Background: an optimization exercise with open tools, aiming at small area and few clock cycles. Do not read the settings as production practice.
Only simulation tests tie the RTL to the original design; equivalence was not proved.
Power is estimated from default activity; no workload was simulated.

<file path="design/flow/run.sh">
#!/bin/bash
# synth_recipe.tcl (not shown) runs the flow's synth.tcl, then flattens the netlist and writes it again
# the make line also repeats each setting of config.mk as NAME=value (left out here)
make -C /OpenROAD-flow-scripts/flow DESIGN_CONFIG=/design/flow/config.mk WORK_HOME=/design/flow/orfs CLKGATE_MAP_FILE= SYNTH_SCRIPT=/design/flow/synth_recipe.tcl finish
</file>
<file path="design/flow/config.mk">
export PLATFORM = sky130hd
export DESIGN_NAME = tic_rx
export DESIGN_NICKNAME = tic_rx
export VERILOG_FILES = /design/flow/design.v
export SDC_FILE = /design/flow/constraint.sdc
export NUM_CORES = 4
export LEC_CHECK = 0
export CAP_MARGIN = 20
export CORE_MARGIN = 2
export CORE_UTILIZATION = 40
export SLEW_MARGIN = 20
</file>
<file path="design/flow/constraint.sdc">
create_clock -name core_clock -period 20.0 [get_ports {clk}]
set_input_delay 4.0000 -clock core_clock [delete_from_list [all_inputs] [get_ports {clk}]]
set_output_delay 4.0000 -clock core_clock [all_outputs]
set_load 0.01 [all_outputs]
</file>
<file path="design/flow/design.v">
module tic_decoder (
    input  wire        clk,
    input  wire        rst,
    input  wire        start,       
    input  wire        byte_valid,  
    input  wire [7:0]  byte_in,
    input  wire        finish,      
    input  wire        in_grp,      
    input  wire        chg_clr,     
    output wire        stall,       
    output reg  [2:0]  res_kind,
    output wire        res_changed,
    input  wire [2:0]  ev_kind,
    output wire [4:0]  ev_field,
    output reg  [31:0] acc_value,
    output reg  [31:0] rec_easf01,
    output reg  [31:0] rec_easf02,
    output reg  [31:0] rec_irms1,
    output reg  [31:0] rec_urms1,
    output reg  [31:0] rec_pref,
    output reg  [31:0] rec_sinsts,
    output reg  [31:0] rec_ntarf,
    output reg  [1:0]  rec_ltarf,
    output reg         peak,
    output wire [17:0] chg,
    output reg  [31:0] unk_cnt
);
    localparam [7:0] SEP = 8'h09;
    localparam [2:0] EV_UNKNOWN = 3'd4;
    localparam [2:0] EV_REJECT  = 3'd5;
    localparam [2:0] EV_ACCEPT  = 3'd6;
    localparam [1:0] LT_NONE    = 2'd0;
    localparam [1:0] LT_PEAK    = 2'd1;
    localparam [1:0] LT_OFFPEAK = 2'd2;
    localparam [6:0] TRIE_ROOT = 7'd17;
    localparam [6:0] TRIE_DEAD = 7'd127;
    function [6:0] trie_next;
        input [6:0] s;
        input [7:0] c;
        begin
            trie_next = TRIE_DEAD;
            case (s)
                7'd11: case (c)
                    "-": trie_next = 7'd59;
                    default: trie_next = TRIE_DEAD;
                endcase
                7'd13: case (c)
                    "-": trie_next = 7'd64;
                    default: trie_next = TRIE_DEAD;
                endcase
                7'd17: case (c)
                    "A": trie_next = 7'd18;
                    "C": trie_next = 7'd60;
                    "D": trie_next = 7'd24;
                    "E": trie_next = 7'd34;
                    "I": trie_next = 7'd39;
                    "L": trie_next = 7'd30;
                    "N": trie_next = 7'd27;
                    "P": trie_next = 7'd47;
                    "S": trie_next = 7'd50;
                    "U": trie_next = 7'd43;
                    "V": trie_next = 7'd21;
                    default: trie_next = TRIE_DEAD;
                endcase
                7'd18: case (c)
                    "D": trie_next = 7'd19;
                    default: trie_next = TRIE_DEAD;
                endcase
                7'd19: case (c)
                    "S": trie_next = 7'd20;
                    default: trie_next = TRIE_DEAD;
                endcase
                7'd20: case (c)
                    "C": trie_next = 7'd0;
                    default: trie_next = TRIE_DEAD;
                endcase
                7'd21: case (c)
                    "T": trie_next = 7'd22;
                    default: trie_next = TRIE_DEAD;
                endcase
                7'd22: case (c)
                    "I": trie_next = 7'd23;
                    default: trie_next = TRIE_DEAD;
                endcase
                7'd23: case (c)
                    "C": trie_next = 7'd1;
                    default: trie_next = TRIE_DEAD;
                endcase
                7'd24: case (c)
                    "A": trie_next = 7'd25;
                    default: trie_next = TRIE_DEAD;
                endcase
                7'd25: case (c)
                    "T": trie_next = 7'd26;
                    default: trie_next = TRIE_DEAD;
                endcase
                7'd26: case (c)
                    "E": trie_next = 7'd2;
                    default: trie_next = TRIE_DEAD;
                endcase
                7'd27: case (c)
                    "G": trie_next = 7'd28;
                    "T": trie_next = 7'd65;
                    default: trie_next = TRIE_DEAD;
                endcase
                7'd28: case (c)
                    "T": trie_next = 7'd29;
                    default: trie_next = TRIE_DEAD;
                endcase
                7'd29: case (c)
                    "F": trie_next = 7'd3;
                    default: trie_next = TRIE_DEAD;
                endcase
                7'd30: case (c)
                    "T": trie_next = 7'd31;
                    default: trie_next = TRIE_DEAD;
                endcase
                7'd31: case (c)
                    "A": trie_next = 7'd32;
                    default: trie_next = TRIE_DEAD;
                endcase
                7'd32: case (c)
                    "R": trie_next = 7'd33;
                    default: trie_next = TRIE_DEAD;
                endcase
                7'd33: case (c)
                    "F": trie_next = 7'd4;
                    default: trie_next = TRIE_DEAD;
                endcase
                7'd34: case (c)
                    "A": trie_next = 7'd35;
                    default: trie_next = TRIE_DEAD;
                endcase
                7'd35: case (c)
                    "S": trie_next = 7'd36;
                    default: trie_next = TRIE_DEAD;
                endcase
                7'd36: case (c)
                    "F": trie_next = 7'd37;
                    default: trie_next = TRIE_DEAD;
                endcase
                7'd37: case (c)
                    "0": trie_next = 7'd38;
                    default: trie_next = TRIE_DEAD;
                endcase
                7'd38: case (c)
                    "1": trie_next = 7'd5;
                    "2": trie_next = 7'd6;
                    default: trie_next = TRIE_DEAD;
                endcase
                7'd39: case (c)
                    "R": trie_next = 7'd40;
                    default: trie_next = TRIE_DEAD;
                endcase
                7'd40: case (c)
                    "M": trie_next = 7'd41;
                    default: trie_next = TRIE_DEAD;
                endcase
                7'd41: case (c)
                    "S": trie_next = 7'd42;
                    default: trie_next = TRIE_DEAD;
                endcase
                7'd42: case (c)
                    "1": trie_next = 7'd7;
                    default: trie_next = TRIE_DEAD;
                endcase
                7'd43: case (c)
                    "R": trie_next = 7'd44;
                    default: trie_next = TRIE_DEAD;
                endcase
                7'd44: case (c)
                    "M": trie_next = 7'd45;
                    default: trie_next = TRIE_DEAD;
                endcase
                7'd45: case (c)
                    "S": trie_next = 7'd46;
                    default: trie_next = TRIE_DEAD;
                endcase
                7'd46: case (c)
                    "1": trie_next = 7'd8;
                    default: trie_next = TRIE_DEAD;
                endcase
                7'd47: case (c)
                    "R": trie_next = 7'd48;
                    default: trie_next = TRIE_DEAD;
                endcase
                7'd48: case (c)
                    "E": trie_next = 7'd49;
                    "M": trie_next = 7'd15;
                    default: trie_next = TRIE_DEAD;
                endcase
                7'd49: case (c)
                    "F": trie_next = 7'd9;
                    default: trie_next = TRIE_DEAD;
                endcase
                7'd50: case (c)
                    "I": trie_next = 7'd51;
                    "M": trie_next = 7'd55;
                    default: trie_next = TRIE_DEAD;
                endcase
                7'd51: case (c)
                    "N": trie_next = 7'd52;
                    default: trie_next = TRIE_DEAD;
                endcase
                7'd52: case (c)
                    "S": trie_next = 7'd53;
                    default: trie_next = TRIE_DEAD;
                endcase
                7'd53: case (c)
                    "T": trie_next = 7'd54;
                    default: trie_next = TRIE_DEAD;
                endcase
                7'd54: case (c)
                    "S": trie_next = 7'd10;
                    default: trie_next = TRIE_DEAD;
                endcase
                7'd55: case (c)
                    "A": trie_next = 7'd56;
                    default: trie_next = TRIE_DEAD;
                endcase
                7'd56: case (c)
                    "X": trie_next = 7'd57;
                    default: trie_next = TRIE_DEAD;
                endcase
                7'd57: case (c)
                    "S": trie_next = 7'd58;
                    default: trie_next = TRIE_DEAD;
                endcase
                7'd58: case (c)
                    "N": trie_next = 7'd11;
                    default: trie_next = TRIE_DEAD;
                endcase
                7'd59: case (c)
                    "1": trie_next = 7'd12;
                    default: trie_next = TRIE_DEAD;
                endcase
                7'd60: case (c)
                    "C": trie_next = 7'd61;
                    default: trie_next = TRIE_DEAD;
                endcase
                7'd61: case (c)
                    "A": trie_next = 7'd62;
                    default: trie_next = TRIE_DEAD;
                endcase
                7'd62: case (c)
                    "S": trie_next = 7'd63;
                    default: trie_next = TRIE_DEAD;
                endcase
                7'd63: case (c)
                    "N": trie_next = 7'd13;
                    default: trie_next = TRIE_DEAD;
                endcase
                7'd64: case (c)
                    "1": trie_next = 7'd14;
                    default: trie_next = TRIE_DEAD;
                endcase
                7'd65: case (c)
                    "A": trie_next = 7'd66;
                    default: trie_next = TRIE_DEAD;
                endcase
                7'd66: case (c)
                    "R": trie_next = 7'd67;
                    default: trie_next = TRIE_DEAD;
                endcase
                7'd67: case (c)
                    "F": trie_next = 7'd16;
                    default: trie_next = TRIE_DEAD;
                endcase
                default: trie_next = TRIE_DEAD;
            endcase
        end
    endfunction
    localparam [95:0] LIT_PEAK    = "HEURE PLEINE";
    localparam [95:0] LIT_OFFPEAK = "HEURE CREUSE";
    function is_digit;
        input [7:0] c;
        is_digit = (c >= 8'h30) && (c <= 8'h39);
    endfunction
    function is_season;
        input [7:0] c;
        is_season = (c == "E") || (c == "H") || (c == "e") || (c == "h");
    endfunction
    reg        cut;           
    reg [1:0]  tok;           
    reg [3:0]  pos;           
    reg [6:0]  ts;            
    reg [3:0]  t1_len;        
    reg        t1_dig0;       
    reg        t1_season;     
    reg        t1_rest;       
    reg [31:0] t1_x;          
    reg        t1_ovf;        
    reg        t1_peak_m;     
    reg        t1_off_m;      
    reg        t2_13;         
    reg        t2_season;
    reg        t2_rest;
    wire       is_sep  = byte_in == SEP;
    wire       dig     = is_digit(byte_in);
    wire [3:0] pos_inc = (pos == 4'd15) ? pos : pos + 4'd1;
    wire [7:0]  lit_pk_ch  = LIT_PEAK[8 * (11 - pos) +: 8];
    wire [7:0]  lit_off_ch = LIT_OFFPEAK[8 * (11 - pos) +: 8];
    wire [35:0] x_mul = {t1_x, 3'b000} + {t1_x, 1'b0} + {32'd0, byte_in[3:0]};
    always @(posedge clk) begin
        if (start) begin
            cut        <= 1'b0;
            tok        <= 2'd0;
            pos        <= 4'd0;
            ts         <= TRIE_ROOT;
            t1_len     <= 4'd0;
            t1_dig0    <= 1'b0;
            t1_season  <= 1'b0;
            t1_rest    <= 1'b1;
            t1_x       <= 32'd0;
            t1_ovf     <= 1'b0;
            t1_peak_m  <= 1'b1;
            t1_off_m   <= 1'b1;
            t2_13      <= 1'b0;
            t2_season  <= 1'b0;
            t2_rest    <= 1'b1;
        end else if (byte_valid && !cut) begin
            if (byte_in == 8'h00) begin
                cut <= 1'b1;
            end else if (is_sep) begin
                if (tok != 2'd3)
                    tok <= tok + 2'd1;
                pos <= 4'd0;
            end else begin
                pos <= pos_inc;
                case (tok)
                    2'd0: ts <= trie_next(ts, byte_in);
                    2'd1: begin
                        t1_len <= pos_inc;
                        if (pos == 4'd0) begin
                            t1_dig0   <= dig;
                            t1_season <= is_season(byte_in);
                        end else if (!dig)
                            t1_rest <= 1'b0;
                        if (x_mul[35:32] != 4'd0)
                            t1_ovf <= 1'b1;
                        t1_x <= x_mul[31:0];
                        if (lit_pk_ch != byte_in)
                            t1_peak_m <= 1'b0;
                        if (lit_off_ch != byte_in)
                            t1_off_m <= 1'b0;
                    end
                    2'd2: begin
                        t2_13 <= pos_inc == 4'd13;
                        if (pos == 4'd0)
                            t2_season <= is_season(byte_in);
                        else if (!dig)
                            t2_rest <= 1'b0;
                    end
                    default: ;
                endcase
            end
        end
    end
    reg  [33:0] est;
    reg         est_big;      
    reg  [4:0]  est_bit;
    reg         est_busy;
    wire [35:0] est_step = {1'b0, est, 1'b0} +
                           {4'd0, rec_urms1[est_bit] ? rec_irms1 : 32'd0};
    assign stall = est_busy && in_grp && (ts == 7'd10);
    wire [4:0]  f     = ts[4:0];
    wire        known = ts < 7'd17;
    wire        t1_digits = t1_dig0 && t1_rest;
    wire        parse_ok  = (t1_len != 4'd0) && t1_digits && !t1_ovf;
    wire [31:0] x         = t1_x;
    wire        t1_shape  = (t1_len == 4'd13) && t1_season && t1_rest;
    wire        t2_shape  = (tok[1]) && t2_13 && t2_season && t2_rest;
    wire        lit_peak  = t1_peak_m && (t1_len == 4'd12);
    wire        lit_off   = t1_off_m  && (t1_len == 4'd12);
    wire [33:0] e_val  = (f == 5'd8) ? {2'b00, rec_urms1} : est;
    wire [35:0] e3     = {2'b00, e_val} + {1'b0, e_val, 1'b0};
    wire [36:0] e5     = {3'b000, e_val} + {1'b0, e_val, 2'b00};
    wire [33:0] x4     = {x, 2'b00};
    wire        near   = (e3 <= {2'b00, x4}) && ({3'b000, x4} <= e5);
    reg  [31:0] old;
    always @* begin
        case (f)
            5'd5:    old = rec_easf01;
            5'd6:    old = rec_easf02;
            5'd7:    old = rec_irms1;
            5'd8:    old = rec_urms1;
            5'd9:    old = rec_pref;
            5'd10:   old = rec_sinsts;
            default: old = rec_ntarf;
        endcase
    end
    wire numeric = (f >= 5'd5 && f <= 5'd10) || f == 5'd16;
    reg ok;
    always @* begin
        case (f)
            5'd0:  ok = (t1_len == 4'd12) && t1_digits;
            5'd1:  ok = 1'b1;
            5'd2:  ok = t1_shape;
            5'd3:  ok = 1'b1;
            5'd4:  ok = lit_peak || lit_off;
            5'd5, 5'd6:
                   ok = parse_ok && x >= old;
            5'd7:  ok = parse_ok && x != 32'd0;
            5'd8:  ok = parse_ok && x > 32'd150 && (rec_urms1 == 32'd0 || near);
            5'd9:  ok = parse_ok && x != 32'd0 && x != 32'd99;
            5'd10: ok = parse_ok && !est_big && near;
            5'd11, 5'd12, 5'd13, 5'd14:
                   ok = parse_ok && t2_shape;
            5'd15: ok = (t1_len == 4'd14) && t1_digits;
            default: ok = parse_ok && x != 32'd0;
        endcase
    end
    wire [1:0] lt_new    = lit_peak ? LT_PEAK : LT_OFFPEAK;
    wire       changed   = numeric ? (x != old) :
                           (f == 5'd4) ? (lt_new != rec_ltarf) : 1'b0;
    wire       peak_flip = (f == 5'd4) && changed && (lit_peak != peak);
    wire       upd       = finish && known && ok;
    always @* begin
        if (!known)
            res_kind = EV_UNKNOWN;
        else if (!ok)
            res_kind = EV_REJECT;
        else
            res_kind = EV_ACCEPT;
    end
    assign res_changed = known && ok && changed;
    assign ev_field = (ev_kind == EV_REJECT || ev_kind == EV_ACCEPT) ? f : 5'd0;
    always @* begin
        if (f == 5'd4)
            acc_value = {30'd0, lt_new};
        else if (f <= 5'd3 || f == 5'd15)
            acc_value = 32'd0;
        else
            acc_value = x;
    end
    reg [8:0] chg_r;          
    assign chg = {chg_r[8:7], 5'd0, chg_r[6:0], 4'd0};
    reg [8:0] set_bits;
    always @* begin
        set_bits = 9'd0;
        if (upd && changed) begin
            case (f)
                5'd4:  set_bits[0] = 1'b1;
                5'd5:  set_bits[1] = 1'b1;
                5'd6:  set_bits[2] = 1'b1;
                5'd7:  set_bits[3] = 1'b1;
                5'd8:  set_bits[4] = 1'b1;
                5'd9:  set_bits[5] = 1'b1;
                5'd10: set_bits[6] = 1'b1;
                5'd16: set_bits[7] = 1'b1;
                default: ;
            endcase
            if (peak_flip)
                set_bits[8] = 1'b1;
        end
    end
    always @(posedge clk) begin
        if (rst) begin
            rec_easf01 <= 32'd0;
            rec_easf02 <= 32'd0;
            rec_irms1  <= 32'd0;
            rec_urms1  <= 32'd0;
            rec_pref   <= 32'd0;
            rec_sinsts <= 32'd0;
            rec_ntarf  <= 32'd0;
            rec_ltarf  <= LT_NONE;
            peak       <= 1'b0;
            chg_r      <= 9'd0;
            unk_cnt    <= 32'd0;
            est        <= 34'd0;
            est_big    <= 1'b0;
            est_bit    <= 5'd0;
            est_busy   <= 1'b0;
        end else begin
            chg_r <= (chg_clr ? 9'd0 : chg_r) | set_bits;
            if (finish && !known)
                unk_cnt <= unk_cnt + 32'd1;
            if (upd) begin
                case (f)
                    5'd4:  rec_ltarf  <= lt_new;
                    5'd5:  rec_easf01 <= x;
                    5'd6:  rec_easf02 <= x;
                    5'd7:  rec_irms1  <= x;
                    5'd8:  rec_urms1  <= x;
                    5'd9:  rec_pref   <= x;
                    5'd10: rec_sinsts <= x;
                    5'd16: rec_ntarf  <= x;
                    default: ;
                endcase
                if (peak_flip)
                    peak <= lit_peak;
            end
            if (upd && changed && (f == 5'd7 || f == 5'd8)) begin
                est      <= 34'd0;
                est_big  <= 1'b0;
                est_bit  <= 5'd31;
                est_busy <= 1'b1;
            end else if (est_busy) begin
                est     <= est_step[33:0];
                if (est_step[35:34] != 2'b00)
                    est_big <= 1'b1;
                est_bit <= est_bit - 5'd1;
                if (est_bit == 5'd0)
                    est_busy <= 1'b0;
            end
        end
    end
endmodule
module tic_rx (
    input  wire        clk,
    input  wire        rst,
    input  wire        in_valid,
    input  wire [7:0]  in_data,
    output wire        in_ready,
    input  wire        chg_clr,
    output reg         ev_valid,
    output reg  [2:0]  ev_kind,
    output wire [4:0]  ev_field,
    output reg         ev_changed,
    output wire [31:0] ev_value,
    output wire [31:0] rec_easf01,
    output wire [31:0] rec_easf02,
    output wire [31:0] rec_irms1,
    output wire [31:0] rec_urms1,
    output wire [31:0] rec_pref,
    output wire [31:0] rec_sinsts,
    output wire [31:0] rec_ntarf,
    output wire [1:0]  rec_ltarf,
    output wire        peak,
    output wire [17:0] chg,
    output wire [31:0] unk_cnt
);
    localparam [7:0] SOF = 8'h02;
    localparam [7:0] SOG = 8'h0A;
    localparam [7:0] EOG = 8'h0D;
    localparam [2:0] EV_OVERFLOW = 3'd1;
    localparam [2:0] EV_SHORT    = 3'd2;
    localparam [2:0] EV_CKFAIL   = 3'd3;
    localparam [2:0] EV_ACCEPT   = 3'd6;
    reg        in_grp;                  
    reg        sof_seen;
    reg  [5:0] cursor;                  
    reg  [5:0] sum;                     
    reg  [7:0] last;                    
    reg  [7:0] prev;                    
    wire       stall;
    assign in_ready = !stall;
    wire       take     = in_valid && !stall;
    wire [7:0] expect_ck = {2'b00, sum} + 8'h20;
    wire       is_eog   = in_data == EOG;
    wire       start    = take && !in_grp && sof_seen && in_data == SOG;
    wire       store    = take && in_grp && !is_eog;
    wire       grp_end  = take && in_grp && is_eog;
    wire       is_short = cursor[5:3] == 3'd0;
    wire       ck_ok    = last == expect_ck;
    wire       finish   = grp_end && !is_short && ck_ok;
    wire       feed     = store && cursor[5:1] != 5'd0;
    wire       ovf      = store && cursor == 6'd62;
    wire [2:0]  res_kind;
    wire        res_changed;
    wire [31:0] res_value;
    tic_decoder u_dec (
        .clk        (clk),
        .rst        (rst),
        .start      (start),
        .byte_valid (feed),
        .byte_in    (prev),
        .finish     (finish),
        .in_grp     (in_grp),
        .chg_clr    (chg_clr),
        .stall      (stall),
        .res_kind   (res_kind),
        .res_changed(res_changed),
        .ev_kind    (ev_kind),
        .ev_field   (ev_field),
        .acc_value  (res_value),
        .rec_easf01 (rec_easf01),
        .rec_easf02 (rec_easf02),
        .rec_irms1  (rec_irms1),
        .rec_urms1  (rec_urms1),
        .rec_pref   (rec_pref),
        .rec_sinsts (rec_sinsts),
        .rec_ntarf  (rec_ntarf),
        .rec_ltarf  (rec_ltarf),
        .peak       (peak),
        .chg        (chg),
        .unk_cnt    (unk_cnt)
    );
    assign ev_value = (ev_kind == EV_ACCEPT)   ? res_value :
                      (ev_kind == EV_CKFAIL)   ? {8'd0, 2'b00, cursor, expect_ck, last} :
                      (ev_kind == EV_SHORT)    ? {26'd0, cursor} : 32'd0;
    always @(posedge clk) begin
        if (rst) begin
            in_grp     <= 1'b0;
            sof_seen   <= 1'b0;
            cursor     <= 6'd0;
            sum        <= 6'd0;
            last       <= 8'd0;
            prev       <= 8'd0;
            ev_valid   <= 1'b0;
            ev_kind    <= 3'd0;
            ev_changed <= 1'b0;
        end else begin
            ev_valid   <= 1'b0;
            ev_changed <= 1'b0;
            if (take && !in_grp) begin
                if (in_data == SOF)
                    sof_seen <= 1'b1;
                if (start) begin
                    in_grp <= 1'b1;
                    cursor <= 6'd0;
                    sum    <= 6'd0;
                    last   <= 8'd0;
                end
            end
            if (grp_end) begin
                in_grp   <= 1'b0;
                ev_valid <= 1'b1;
                if (is_short)
                    ev_kind <= EV_SHORT;
                else if (!ck_ok)
                    ev_kind <= EV_CKFAIL;
                else begin
                    ev_kind    <= res_kind;
                    ev_changed <= res_changed;
                end
            end
            if (store) begin
                if (cursor != 6'd0)
                    sum <= sum + last[5:0];
                last   <= in_data;
                prev   <= last;
                cursor <= cursor + 6'd1;
                if (ovf) begin
                    in_grp   <= 1'b0;
                    ev_valid <= 1'b1;
                    ev_kind  <= EV_OVERFLOW;
                end
            end
        end
    end
endmodule
</file>
==> notes.md <==
- Global route overflow: 0
- First drt pass iteration count: 7
- Worst IR Drop VDD: 0.0571 mV
- First-pass GRT wire length: 192 mm
- DRT antenna net count: 0
- CP Data Required Time: 20.48 ns
- Total design power: 1.77 mW
- Initial Util: 0.404
- Area contributors post-synth: dfxtp_1 (27%), ha_1 (11%), mux2i_1 (6.8%), nand2_1 (5.7%), a21oi_1 (4.8%)
- Largest net degree at the start of global routing: 86
- Die Ht: 278 um
- Async SR Flop Fraction: 0
- Unique masters post-synth: 100
- CP max stage cell: buf_4
- Pre-CTS WS: 10.80 ns
- Power share of the clock group: 0.527
- Clock Sinks: 411
- Worst-Margin Slew: 1.15 ns
- Final core utilization: 0.481
- Crit path largest cell delay: 0.71 ns
- PostCTS Resize Cnt: 0
- Yosys top cell by area: dfxtp_1
- FILL cells: 7394
- GRT Util Overall: 0.326
- Vias: 31200
- Clk latency of the worst-skew pair: 0.62 ns
- Clk slew on worst S/H paths: 0.06 ns
- Post-route cell area: 35800 um2
- # nets final: 4335
- Combinational fraction of design power: 0.011
- Register bit total from synthesis: 411
- WL final: 132 mm
- Number of global-route vias before repair: 28600
- Reg power frac: 0.463
- Fin crit share: 0.476
- DR DRC count: 0
- Post-synthesis instance area: 30100 um2
- Placed Area: 34200 um2
- Final Hold Viols: 0
- Setup-failing EPs final: 0
- Slew Limit Headroom: 0.212
- Root Buffer: clkbuf_16
- H-tree lvl count: 2
- Sequential-to-total area share from yosys stat: 0.273
- Post-CTS setup buffers: 0
- Min-delay worst type: reg -> reg
- Chip Width: 278 um
- Pint: 1.36 mW
- Critical path class: reg -> reg
- TNS Setup: 0 ns
- Routability cong.: 1.05
- Worst Setup End Kind: register
- CP Data Arrival Time: 10.01 ns
- Main synth FF type: dfxtp_1
- # Max-Cap Violations: 0
- DR vias/cell: 6.17
- DP HPWL: 97.5 mm
- I/O pins: 332
- CTS Buf Count: 48
- Number of core rows: 100
- Max Clk Rate: 105 MHz
- Synthesis-to-layout area growth: 19.1%
- CTS Buffer Depth: 3
- Leakage: 15.1 nW
- Switch Pwr: 0.406 mW
- RSZ-0062 raised after global routing: no
- Synth top area share: 0.273
- Port Buffers: 322
- Mapped Cells: 3840
- Core area: 74400 um2
- CP max FO: 60
- Cell area power density: 49.4 nW/um2
- Routed WL per cell: 26.1 um
- Most frequent cells in the layout: nand2_1 (455), dfxtp_1 (410), nor2_1 (348), clkdlybuf4s50_1 (321), a21oi_1 (286)
- Fin. max-slew vios: 0
- Initial antenna violation count: 7
- EDFF count, synth: 0
- Sw Ratio: 0.229
- CTS Hold Buffers Added: 0
- FF-to-FF setup slack: 10.47 ns
- Die Footprint: 77400 um2
- Share of cells above drive strength 1: 0.0573
- CTS tree: yes
- Post-route setup slack: 10.47 ns
- Outcome: complete, no violations
- Final worst path period need: 9.53 ns
- Skew final: 0.0226 ns
- Post-Syn Area per Cell: 7.84 um2
- 1st-iter DRT viols: 3726
- Most common cell after layout, fill and taps aside: nand2_1
- Ys Warns: 2
- CP startpoint kind: register
## routing by layer
metal  vias up  part of all wire  wire length [um]  global-route usage
li1      14300                 -                 -                   -
met1     14800              0.43             56700               0.461
met2      1753              0.42             55000               0.479
met3       280              0.12             15300              0.0859
met4         6             0.037              4860               0.109
met5         -           0.00058                77                   0
## worst max-delay path: cells and delay by family, from the launching register on
family | cells | cell delay [ns]
AO/OA/AOI/OAI | 10 | 2.92
flip-flops | 1 | 0.30
adder cells (fa/ha/maj) | 2 | 0.65
buffers and inverters | 3 | 1.60
XOR/XNOR | 1 | 0.12
multiplexers | 1 | 0.28
AND/OR/NAND/NOR | 14 | 3.43
## through the flow
stage               instances  hold slack, ns
floorplan                3848           0.418
global placement         4967           0.430
detailed placement       4967           0.439
CTS                      5054           0.444
global route             5055           0.471
finish                   5057           0.446
## flip-flops by register name, summed over array words and instances, names as in the netlist, 4 cells and up, named ones only
register / flops
u_dec.est: 34
u_dec.rec_easf01: 32
u_dec.rec_easf02: 32
u_dec.rec_irms1: 32
u_dec.rec_ntarf: 32
u_dec.rec_pref: 32
u_dec.rec_sinsts: 32
u_dec.rec_urms1: 32
u_dec.t1_x: 32
u_dec.unk_cnt: 32
u_dec.chg_r: 9
last: 8
prev: 8
u_dec.ts: 7
cursor: 6
sum: 6
u_dec.est_bit: 5
u_dec.pos: 4
u_dec.t1_len: 4
## power groups by stage
stage	sequential, mW	clock, mW	combinational, mW
6_report	0.819	0.932	0.0189
5_1_grt	0.818	0.976	0.0199
4_1_cts	0.818	0.941	0.0184
3_5_place_dp	0.837	0	0.0183
3_3_place_gp	0.837	0	0.0184
2_1_floorplan	0.837	0	0.0129
## Yosys cell counts, drive strengths merged, types with 7 or more instances
library cell  instances
nor4                 47
o21ai               207
nand4                66
o21a                 22
a21o                 81
mux2i               204
nand2               456
nor3                 63
and2                 27
a22o                 25
inv                  97
nor2b                62
and4                  8
and3                 44
or3                  28
a31oi                42
a211oi               37
o32ai                 7
dfxtp               411
or2                  13
ha                  271
nand3b               11
xnor2                98
clkbuf              194
nor2                354
o211ai               17
nand3               182
nor3b                 9
a311oi                7
a22oi                90
a221oi                8
mux4                 10
or4                   7
a21oi               286
o22ai                15
buf                  58
o31ai                19
a2111oi               9
xor2                 75
a41oi                 7
o2111ai              10
nand2b               37
o21bai               20
## kinds of logic after synthesis
logic type                 share of synthesized area
AOI/OAI and AO/OA                              0.209
xor gates and xnor gates                      0.0504
adders and majority gates                      0.116
buffers and inverters                         0.0478
DFF                                            0.273
muxes                                         0.0765
other                                       0.000125
and+or+nand+nor                                0.227
## final cells by class
cell class	instances	area [um2]	share of cell area
Tap cell	969	1210	0.0338
Sequential cell	411	8230	0.230
Multi-Input combinational cell	3087	20500	0.573
Timing Repair Buffer	402	3820	0.107
Clock inverter	25	304	0.00848
Clock buffer	62	1350	0.0375
Antenna cell	3	7.51	0.000209
Inverter	98	373	0.0104
## worst paths after layout
kind                                     from                                 to  depth (start not counted)
setup / recovery     u_dec.ts[3]$_SDFFE_PP0P_  u_dec.rec_easf01[19]$_SDFFE_PP0P_                         31
hold / removal    u_dec.t1_off_m$_SDFFE_PP1P_        u_dec.t1_off_m$_SDFFE_PP1P_                          2
setup reg to reg     u_dec.ts[3]$_SDFFE_PP0P_  u_dec.rec_easf01[19]$_SDFFE_PP0P_                         31
hold reg to reg   u_dec.t1_off_m$_SDFFE_PP1P_        u_dec.t1_off_m$_SDFFE_PP1P_                          2
Testbench counts, summed over its fixed seeds: cycles 20,863.

-- static timing again, ports no longer ideal --
Ports are ideal in the flow. The routed layout listed here was re-timed in OpenROAD.
Step 1: set_driving_cell puts a clkbuf_16 on clk and a buf_2 on each other input, an assumption about the parent block.
Step 2 times the ports against the registers' clock, not the clock port: input delays grow and output delays shrink by t, the midpoint of the rising clock arrivals with the driver on.
Three values: ideal ports, drivers, drivers and shift; two values: the first two.
t (ns): 0.680
setup WS [ns]: 10.470 / 10.470 / 10.470
worst slew at a driven data input, ns: 0.05
After both steps setup and hold are still met in this run. For this run, drivers alone change the setup slack by 0.000 ns; drivers and shift together by 0.000 ns.
